This is an optimization exercise on Yosys and OpenROAD, whose aim is a short achievable clock period and few clock cycles per item, not a production implementation.
In this exercise RTL edits were held to simulation tests only and were not proved equivalent to the original.
Power figures rest on the tool's default switching activity, not on a simulated workload.

**design/flow/design.v**
```verilog
module consolls_core (
    input  wire        clk,
    input  wire        rst,
    input  wire        step_valid,
    output wire        step_ready,
    output wire        done,
    output reg         halted,
    output reg  [2:0]  cause,
    output reg  [15:0] fault_ip,
    output reg  [15:0] info,
    output reg  [2:0]  info_n,
    output reg         mem_req,
    output reg         mem_we,
    output reg  [15:0] mem_addr,
    output reg  [7:0]  mem_wdata,
    input  wire        mem_ready,
    input  wire [7:0]  mem_rdata
);
    localparam [16:0] MEM_SIZE = 17'h04000;
    localparam [2:0] C_NONE  = 3'd0,
                     C_OOB   = 3'd1,
                     C_INVOP = 3'd2,
                     C_DIV0  = 3'd3,
                     C_SHIFT = 3'd4;
    localparam [2:0] S_IDLE = 3'd0,
                     S_RREQ = 3'd1,    
                     S_RDAT = 3'd2,    
                     S_NEXT = 3'd3,    
                     S_WREQ = 3'd4,    
                     S_DONE = 3'd5;
    localparam [3:0] P_IP    = 4'd0,    
                     P_TAG   = 4'd1,    
                     P_DEC   = 4'd2,    
                     P_REC   = 4'd3,    
                     P_R1_GO = 4'd4,    
                     P_R1    = 4'd5,
                     P_R2_GO = 4'd6,    
                     P_R2    = 4'd7,
                     P_EX    = 4'd8;    
    reg [2:0]  state;
    reg [3:0]  phase;
    reg [15:0] ip;
    reg [7:0]  tag;
    reg [47:0] rec;        
    reg [15:0] x, y, p;    
    reg [15:0] rd_addr;
    reg [2:0]  rd_len;
    reg [2:0]  rd_cnt;
    reg [47:0] rd_buf;
    reg [15:0] wr_ip;
    reg [15:0] wr_dest;
    reg [15:0] wr_val;
    reg [1:0]  wr_n;
    reg [2:0]  wr_cnt;
    assign step_ready = (state == S_IDLE);
    assign done       = (state == S_DONE);
    wire tag_valid = (tag >= 8'h01) && (tag <= 8'h20);
    reg [2:0] width;
    always @(*) begin
        case (tag)
            8'h20:                         width = 3'd1;
            8'h12, 8'h13:                  width = 3'd3;
            8'h0F, 8'h18, 8'h19, 8'h1A,
            8'h1B, 8'h1C, 8'h1D, 8'h1E,
            8'h1F:                         width = 3'd5;
            default:                       width = 3'd7;
        endcase
    end
    reg wide;
    always @(*) begin
        case (tag)
            8'h08, 8'h09, 8'h0A, 8'h0B, 8'h0C, 8'h0D, 8'h0E,
            8'h15, 8'h17, 8'h19, 8'h1B, 8'h1D, 8'h1F: wide = 1'b1;
            default:                                  wide = 1'b0;
        endcase
    end
    wire [2:0] nbytes = wide ? 3'd2 : 3'd1;
    wire [15:0] f1 = rec[15:0];
    wire [15:0] f2 = rec[31:16];
    wire [15:0] f3 = rec[47:32];
    wire [15:0] nip = ip + {13'd0, width};    
    wire is_bin   = (tag >= 8'h01) && (tag <= 8'h0E);
    wire is_div   = (tag == 8'h04) || (tag == 8'h0B);
    wire is_not   = (tag == 8'h0F);
    wire is_shift = (tag == 8'h10) || (tag == 8'h11);
    wire is_jumpv = (tag == 8'h12);
    wire is_jump  = (tag == 8'h13);
    wire is_cjump = (tag == 8'h14) || (tag == 8'h15);
    wire is_cmp   = (tag == 8'h16) || (tag == 8'h17);
    wire is_setv  = (tag == 8'h18) || (tag == 8'h19);
    wire is_copy  = (tag == 8'h1A) || (tag == 8'h1B);
    wire is_get   = (tag == 8'h1C) || (tag == 8'h1D);
    wire is_set   = (tag == 8'h1E) || (tag == 8'h1F);
    function oob;
        input [15:0] a;
        input [2:0]  n;
        begin
            oob = ({1'b0, a} + {14'd0, n}) > MEM_SIZE;
        end
    endfunction
    reg        r1_en;
    reg [15:0] r1_addr;
    reg [2:0]  r1_len;
    always @(*) begin
        r1_en   = 1'b0;
        r1_addr = f1;
        r1_len  = nbytes;
        if (is_bin || is_cmp || is_not || is_shift || is_cjump || is_copy || is_set)
            r1_en = 1'b1;
        else if (is_jump || is_get) begin
            r1_en  = 1'b1;
            r1_len = 3'd2;
        end
    end
    reg        r2_en;
    reg [15:0] r2_addr;
    reg [2:0]  r2_len;
    always @(*) begin
        r2_en   = 1'b0;
        r2_addr = f2;
        r2_len  = nbytes;
        if (is_bin || is_cmp || is_cjump)
            r2_en = 1'b1;
        else if (is_get) begin
            r2_en   = 1'b1;
            r2_addr = p;
        end else if (is_set) begin
            r2_en  = 1'b1;
            r2_len = 3'd2;
        end
    end
    reg        dst_en;
    reg [15:0] dst_addr;
    always @(*) begin
        dst_en   = 1'b1;
        dst_addr = f3;
        if (is_not || is_copy || is_get)
            dst_addr = f2;
        else if (is_setv)
            dst_addr = f1;
        else if (is_set)
            dst_addr = p;
        else if (is_jumpv || is_jump || is_cjump || tag == 8'h20)
            dst_en = 1'b0;
    end
    reg [15:0] res;
    always @(*) begin
        case (tag)
            8'h01, 8'h08: res = x + y;
            8'h02, 8'h09: res = x - y;
            8'h03, 8'h0A: res = x * y;
            8'h04, 8'h0B: res = (y == 16'd0) ? 16'd0 : x / y;
            8'h05, 8'h0C: res = x & y;
            8'h06, 8'h0D: res = x | y;
            8'h07, 8'h0E: res = x ^ y;
            8'h0F:        res = ~x;
            8'h10:        res = x << f2[3:0];
            8'h11:        res = x >> f2[3:0];
            8'h16, 8'h17: res = (x < y) ? 16'hFFFF : ((x == y) ? 16'h0000 : 16'h0001);
            8'h18, 8'h19: res = f2;
            default:      res = x;    
        endcase
    end
    reg [15:0] new_ip;
    always @(*) begin
        new_ip = nip;
        if (is_jumpv)
            new_ip = f1;
        else if (is_jump)
            new_ip = x;
        else if (is_cjump && x == y)
            new_ip = f3;
    end
    wire [15:0] rd_cur  = rd_addr + {13'd0, rd_cnt};
    wire        fwd     = (phase == P_R1 || phase == P_R2) && (rd_cur < 16'd2);
    wire [7:0]  rd_byte = fwd ? (rd_cur[0] ? nip[15:8] : nip[7:0]) : mem_rdata;
    always @(*) begin
        mem_req   = 1'b0;
        mem_we    = 1'b0;
        mem_addr  = 16'd0;
        mem_wdata = 8'd0;
        if (state == S_RREQ) begin
            mem_req  = 1'b1;
            mem_addr = rd_cur;
        end else if (state == S_WREQ) begin
            mem_req = 1'b1;
            mem_we  = 1'b1;
            case (wr_cnt)
                3'd0: begin mem_addr = 16'd0;        mem_wdata = wr_ip[7:0];   end
                3'd1: begin mem_addr = 16'd1;        mem_wdata = wr_ip[15:8];  end
                3'd2: begin mem_addr = wr_dest;      mem_wdata = wr_val[7:0];  end
                default: begin mem_addr = wr_dest + 16'd1; mem_wdata = wr_val[15:8]; end
            endcase
        end
    end
    task start_read;
        input [3:0]  ph;
        input [15:0] a;
        input [2:0]  n;
        begin
            phase   <= ph;
            rd_addr <= a;
            rd_len  <= n;
            rd_cnt  <= 3'd0;
            rd_buf  <= 48'd0;
            state   <= S_RREQ;
        end
    endtask
    task fail;
        input [2:0]  c;
        input [15:0] inf;
        input [2:0]  n;
        begin
            halted   <= 1'b1;
            cause    <= c;
            fault_ip <= ip;
            info     <= inf;
            info_n   <= n;
            state    <= S_DONE;
        end
    endtask
    task finish_effect;
        begin
            if (dst_en && oob(dst_addr, nbytes))
                fail(C_OOB, dst_addr, nbytes);
            else if (is_div && y == 16'd0)
                fail(C_DIV0, 16'd0, 3'd0);
            else if (is_shift && f2 > 16'd8)
                fail(C_SHIFT, f2, 3'd0);
            else begin
                wr_ip   <= new_ip;
                wr_dest <= dst_addr;
                wr_val  <= res;
                wr_n    <= dst_en ? nbytes[1:0] : 2'd0;
                wr_cnt  <= 3'd0;
                state   <= S_WREQ;
            end
        end
    endtask
    always @(posedge clk) begin
        if (rst) begin
            state    <= S_IDLE;
            phase    <= P_IP;
            halted   <= 1'b0;
            cause    <= C_NONE;
            fault_ip <= 16'd0;
            info     <= 16'd0;
            info_n   <= 3'd0;
        end else begin
            case (state)
                S_IDLE: begin
                    if (step_valid) begin
                        if (halted)
                            state <= S_DONE;
                        else
                            start_read(P_IP, 16'd0, 3'd2);
                    end
                end
                S_RREQ: begin
                    if (mem_ready)
                        state <= S_RDAT;
                end
                S_RDAT: begin
                    rd_buf[8*rd_cnt +: 8] <= rd_byte;
                    rd_cnt <= rd_cnt + 3'd1;
                    if (rd_cnt + 3'd1 == rd_len)
                        state <= S_NEXT;
                    else
                        state <= S_RREQ;
                end
                S_NEXT: begin
                    case (phase)
                        P_IP: begin
                            ip <= rd_buf[15:0];
                            if (oob(rd_buf[15:0], 3'd1)) begin
                                halted   <= 1'b1;
                                cause    <= C_OOB;
                                fault_ip <= rd_buf[15:0];
                                info     <= rd_buf[15:0];
                                info_n   <= 3'd1;
                                state    <= S_DONE;
                            end else
                                start_read(P_TAG, rd_buf[15:0], 3'd1);
                        end
                        P_TAG: begin
                            tag   <= rd_buf[7:0];
                            rec   <= 48'd0;
                            phase <= P_DEC;
                        end
                        P_DEC: begin
                            if (!tag_valid)
                                fail(C_INVOP, {8'd0, tag}, 3'd0);
                            else if (oob(ip, width))
                                fail(C_OOB, ip + 16'd1, width - 3'd1);
                            else if (width == 3'd1)
                                phase <= P_EX;           
                            else
                                start_read(P_REC, ip + 16'd1, width - 3'd1);
                        end
                        P_REC: begin
                            rec   <= rd_buf;
                            phase <= P_R1_GO;
                        end
                        P_R1_GO: begin
                            if (!r1_en)
                                phase <= P_EX;
                            else if (oob(r1_addr, r1_len))
                                fail(C_OOB, r1_addr, r1_len);
                            else
                                start_read(P_R1, r1_addr, r1_len);
                        end
                        P_R1: begin
                            if (is_get) p <= rd_buf[15:0];
                            else        x <= rd_buf[15:0];
                            phase <= P_R2_GO;
                        end
                        P_R2_GO: begin
                            if (!r2_en)
                                phase <= P_EX;
                            else if (oob(r2_addr, r2_len))
                                fail(C_OOB, r2_addr, r2_len);
                            else
                                start_read(P_R2, r2_addr, r2_len);
                        end
                        P_R2: begin
                            if (is_get)      x <= rd_buf[15:0];
                            else if (is_set) p <= rd_buf[15:0];
                            else             y <= rd_buf[15:0];
                            phase <= P_EX;
                        end
                        default:  
                            finish_effect;
                    endcase
                end
                S_WREQ: begin
                    if (mem_ready) begin
                        wr_cnt <= wr_cnt + 3'd1;
                        if (wr_cnt == {1'b0, wr_n} + 3'd1)
                            state <= S_DONE;
                    end
                end
                default: begin  
                    state <= S_IDLE;
                end
            endcase
        end
    end
endmodule
```
**design/flow/run.sh**
```bash
#!/bin/bash
# synth_recipe.tcl (not shown) runs the flow's synth.tcl, then flattens the netlist and writes it again
# the make line also repeats each setting of config.mk as NAME=value (left out here)
make -C /OpenROAD-flow-scripts/flow DESIGN_CONFIG=/design/flow/config.mk WORK_HOME=/design/flow/orfs CLKGATE_MAP_FILE= SYNTH_SCRIPT=/design/flow/synth_recipe.tcl finish
```
**design/flow/config.mk**
```make
export PLATFORM = sky130hd
export DESIGN_NAME = consolls_core
export DESIGN_NICKNAME = consolls_core
export VERILOG_FILES = /design/flow/design.v
export SDC_FILE = /design/flow/constraint.sdc
export NUM_CORES = 4
export LEC_CHECK = 0
export CAP_MARGIN = 20
export CORE_MARGIN = 2
export CORE_UTILIZATION = 40
export SLEW_MARGIN = 20
```
**design/flow/constraint.sdc**
```tcl
create_clock -name core_clock -period 28.0 [get_ports {clk}]
set_input_delay 5.6000 -clock core_clock [delete_from_list [all_inputs] [get_ports {clk}]]
set_output_delay 5.6000 -clock core_clock [all_outputs]
set_load 0.01 [all_outputs]
```
==> run summary <==
* Outcome: finished clean
* Initial Util at 0.402
* Worst Tran Pin Value at 1.25 ns
* TritonCTS clock tree: done
* Chip width at roughly 280 um
* CORE AREA at 0.0772 mm2
* Remaining DRCs at 0
* Crit path required time at 28.29 ns
* Mapped Area at around 0.031 mm2
* Power Density at 29.9 mW/mm2
* Root buffer cell: clkbuf_16
* F_max at ~0.038 GHz
* Post-Syn Area per Cell at about 8.3 um2
* # fillers at 7,671
* IO Count at 79
* Die area at 0.0799 mm2
* Area growth, synth to finish at 13.5%
* DRT antenna net count at 0
* Fin crit share at 0.948
* Drt pass-1 iters at 7
* Max-Cap Viols at 0
* Share of the synthesized area in the top cell type at 0.235
* Gate Count Post-Synth at between 3,000 and 4,000
* Slew HR at 0.156
* # hold bufs at CTS at 0
* Final HPWL DP at about 97,000 um
* Seq/Total Area, Yosys at 0.265
* Largest cells by area after synthesis: edfxtp_1, ha_1, fa_1, nand2_1, nor2_1
* First-pass GRT wire length at about 190,000 um
* Yosys cell types at 101
* Syn_nets at 4,123
* DIE HEIGHT at 283 um
* Most frequent cell on the critical path: o21a_1
* Pleak at 14.1 nW
* Largest area contributor in the netlist: edfxtp_1
* Clock Path Buffers at 3
* Post-route cell area at 0.0353 mm2
* Largest net degree at the start of global routing at slightly above 70
* Main synth FF type: edfxtp_1
* YS warnings at 1
* Crit end category: register
* CP Max Fanout at 12
* Share of flip-flops with an asynchronous set or reset at 0
* Placed inst area at 0.0335 mm2
* H-Tree Depth at 1
* CP peak stage delay at 0.43 ns
* Hold crit path type: reg2reg
* Initial antenna violation count at 6
* Clk sinks at slightly below 300
* VDD IR max at 0.0408 mV
* Layout cell share with drive strength beyond 1 at 0.114
* Top flop regs: rd_buf x48, rec x48
* Drt wl/cell at about 27 um
* Clock Skew at 0.0207 ns
* Inserted Clock Buffers at 31
* Hold Vio Cnt, Final at 0
* Rows at 102
* Slowest CP cell: edfxtp_1
* WS Path Type: reg2reg
* Total grt overflow at 0
* Vias in the first global route at approximately 29,000
* WP data arrival at roughly 27 ns
* Endpoints failing setup at 0
* DRT iter0 DRCs at 3,685
* DP Cell Count at 4,812
* Yosys reg bits at 290
* Routed vias at 30,700
* Vias per Instance at 6.26
* Clock transition at the registers of the reported paths at approximately 0.060 ns
* Total Wirelength at 131,000 um
* GRT Util Overall at 0.319
* Crit path launch type: register
* Slew Viols, Final at 0
* Post-synth EDFFs at about 240
* Commonest cells post-synth: nand2_1, nor2_1, ha_1
* Layout Cells excl Fill at approximately 4,900
* Worst-Skew Late Latency at 0.62 ns
* Top-count cell post-synth: nand2_1
* Min Tclk post-route at 26.53 ns
* Buffers on Ports at 78
* NumNets Final at 4,201
* GPL Wtd Cong at 1.05
[report_power, final]
part	internal, mW	switching [mW]	total, mW
Combinational	0.0372	0.0708	0.108
Clock	0.262	0.187	0.449
Sequential	0.481	0.0163	0.498
[logic make-up after synthesis]
logic type	synth area share
multiplexers	0.0417
buffers and inverters	0.0576
XOR/XNOR	0.0400
AO/OA/AOI/OAI	0.220
AND/OR/NAND/NOR	0.213
adder cells (fa/ha/maj)	0.162
flip-flops	0.265
[layout by cell type (no fill, tap or decap), drive strengths merged, types with 74 or more instances in the layout]
cell type,Yosys,layout
a21oi,236,236
buf,39,198
clkdlybuf4s50,0,77
edfxtp,243,243
fa,87,87
ha,264,264
inv,220,223
nand2,420,420
nand3,97,97
nor2,415,415
nor3,118,118
o21ai,188,188
or3,74,74
xnor2,84,84
[worst paths after layout]
| check | from | end | slack [ns] | cells after the start |
|---|---|---|---|---|
| worst max-delay path | y[14] | wr_val[0] | 1.47 | 127 |
| worst min-delay path | info[8] | info[8] | 0.47 | 2 |
| worst max register to register | y[14] | wr_val[0] | 1.47 | 127 |
| worst min register to register | info[8] | info[8] | 0.47 | 2 |
[what timing repair did]
| item | CTS | global route |
|---|---|---|
| buffers inserted | 2 | 30 |
| endpoints found under the setup margin | 1 | 2 |
| pin swaps | 3 | 31 |
| resized for setup | 14 | 79 |
[worst max-delay path, delay by kind of cell (launching register included)]
family	cells	cell delay, ns
buf+inv	10	1.61
fa+ha+maj	15	4.32
simple gates	22	3.91
flops	1	0.43
mux	7	1.96
compound gates	73	13.95
[per-layer routing]
metal	part of all wire	wire, um	vias to the layer above	global-route usage
li1	-	-	13800	-
met1	0.42	55300	14900	0.449
met2	0.42	54400	1647	0.466
met3	0.11	14300	342	0.0725
met4	0.050	6560	8	0.141
met5	0.00038	49	-	0
[layout make-up]
class                   count  area, um2  share of cell area
well taps                1040       1300              0.0369
flip-flops and latches    290       8240               0.234
repair buffers            275       2270              0.0644
clock buffers              36        805              0.0228
multi-input cells        3012      21500               0.610
diodes                      3       7.51            0.000213
clock inverters            22        289             0.00820
inverters                 228        856              0.0243
[through the flow]
stage | worst slack [ns] | TNS [ns] | power, mW | hold slack, ns | utilization
floorplan | 0.0903 | 0 | 0.559 | 0.489 | -
global placement | -0.264 | -0.264 | 0.612 | 0.460 | 0.434
detailed placement | -1.02 | -1.02 | 0.612 | 0.463 | 0.434
CTS | 0.0281 | 0 | 1.06 | 0.472 | 0.450
global route | -0.152 | -0.152 | 1.08 | 0.488 | 0.457
finish | 1.47 | 0 | 1.06 | 0.466 | 0.457
Testbench counts, summed over its fixed seeds: cycles 334,699, steps 9,600.

what the ideal ports hide:
In the flow no input, the clock included, has a driving cell. The finished layout below was timed again as built, in two steps. Step 1 sets driving cells, clkbuf_16 on the clock port and buf_2 on the other inputs (assumed; they add their load-dependent delay and slew). Step 2 moves the port delays by t, midway between the first and last clock arrival at a register: inputs arrive t later, outputs are due t later. That takes back most of the time a late clock gives input paths. Three values: ideal ports, drivers, drivers and shift; two values: the first two.
shift t [ns]: 0.667
slack for setup (ns): 1.467 / 1.467 / 1.467
worst setup path after step 2: register to register
worst register clock-pin slew, ns: 0.07 / 0.07
pins driven straight from the clock port: 1
After both steps this run still meets setup and hold. For this run, drivers alone change the setup slack by 0.000 ns; drivers and shift together by 0.000 ns.
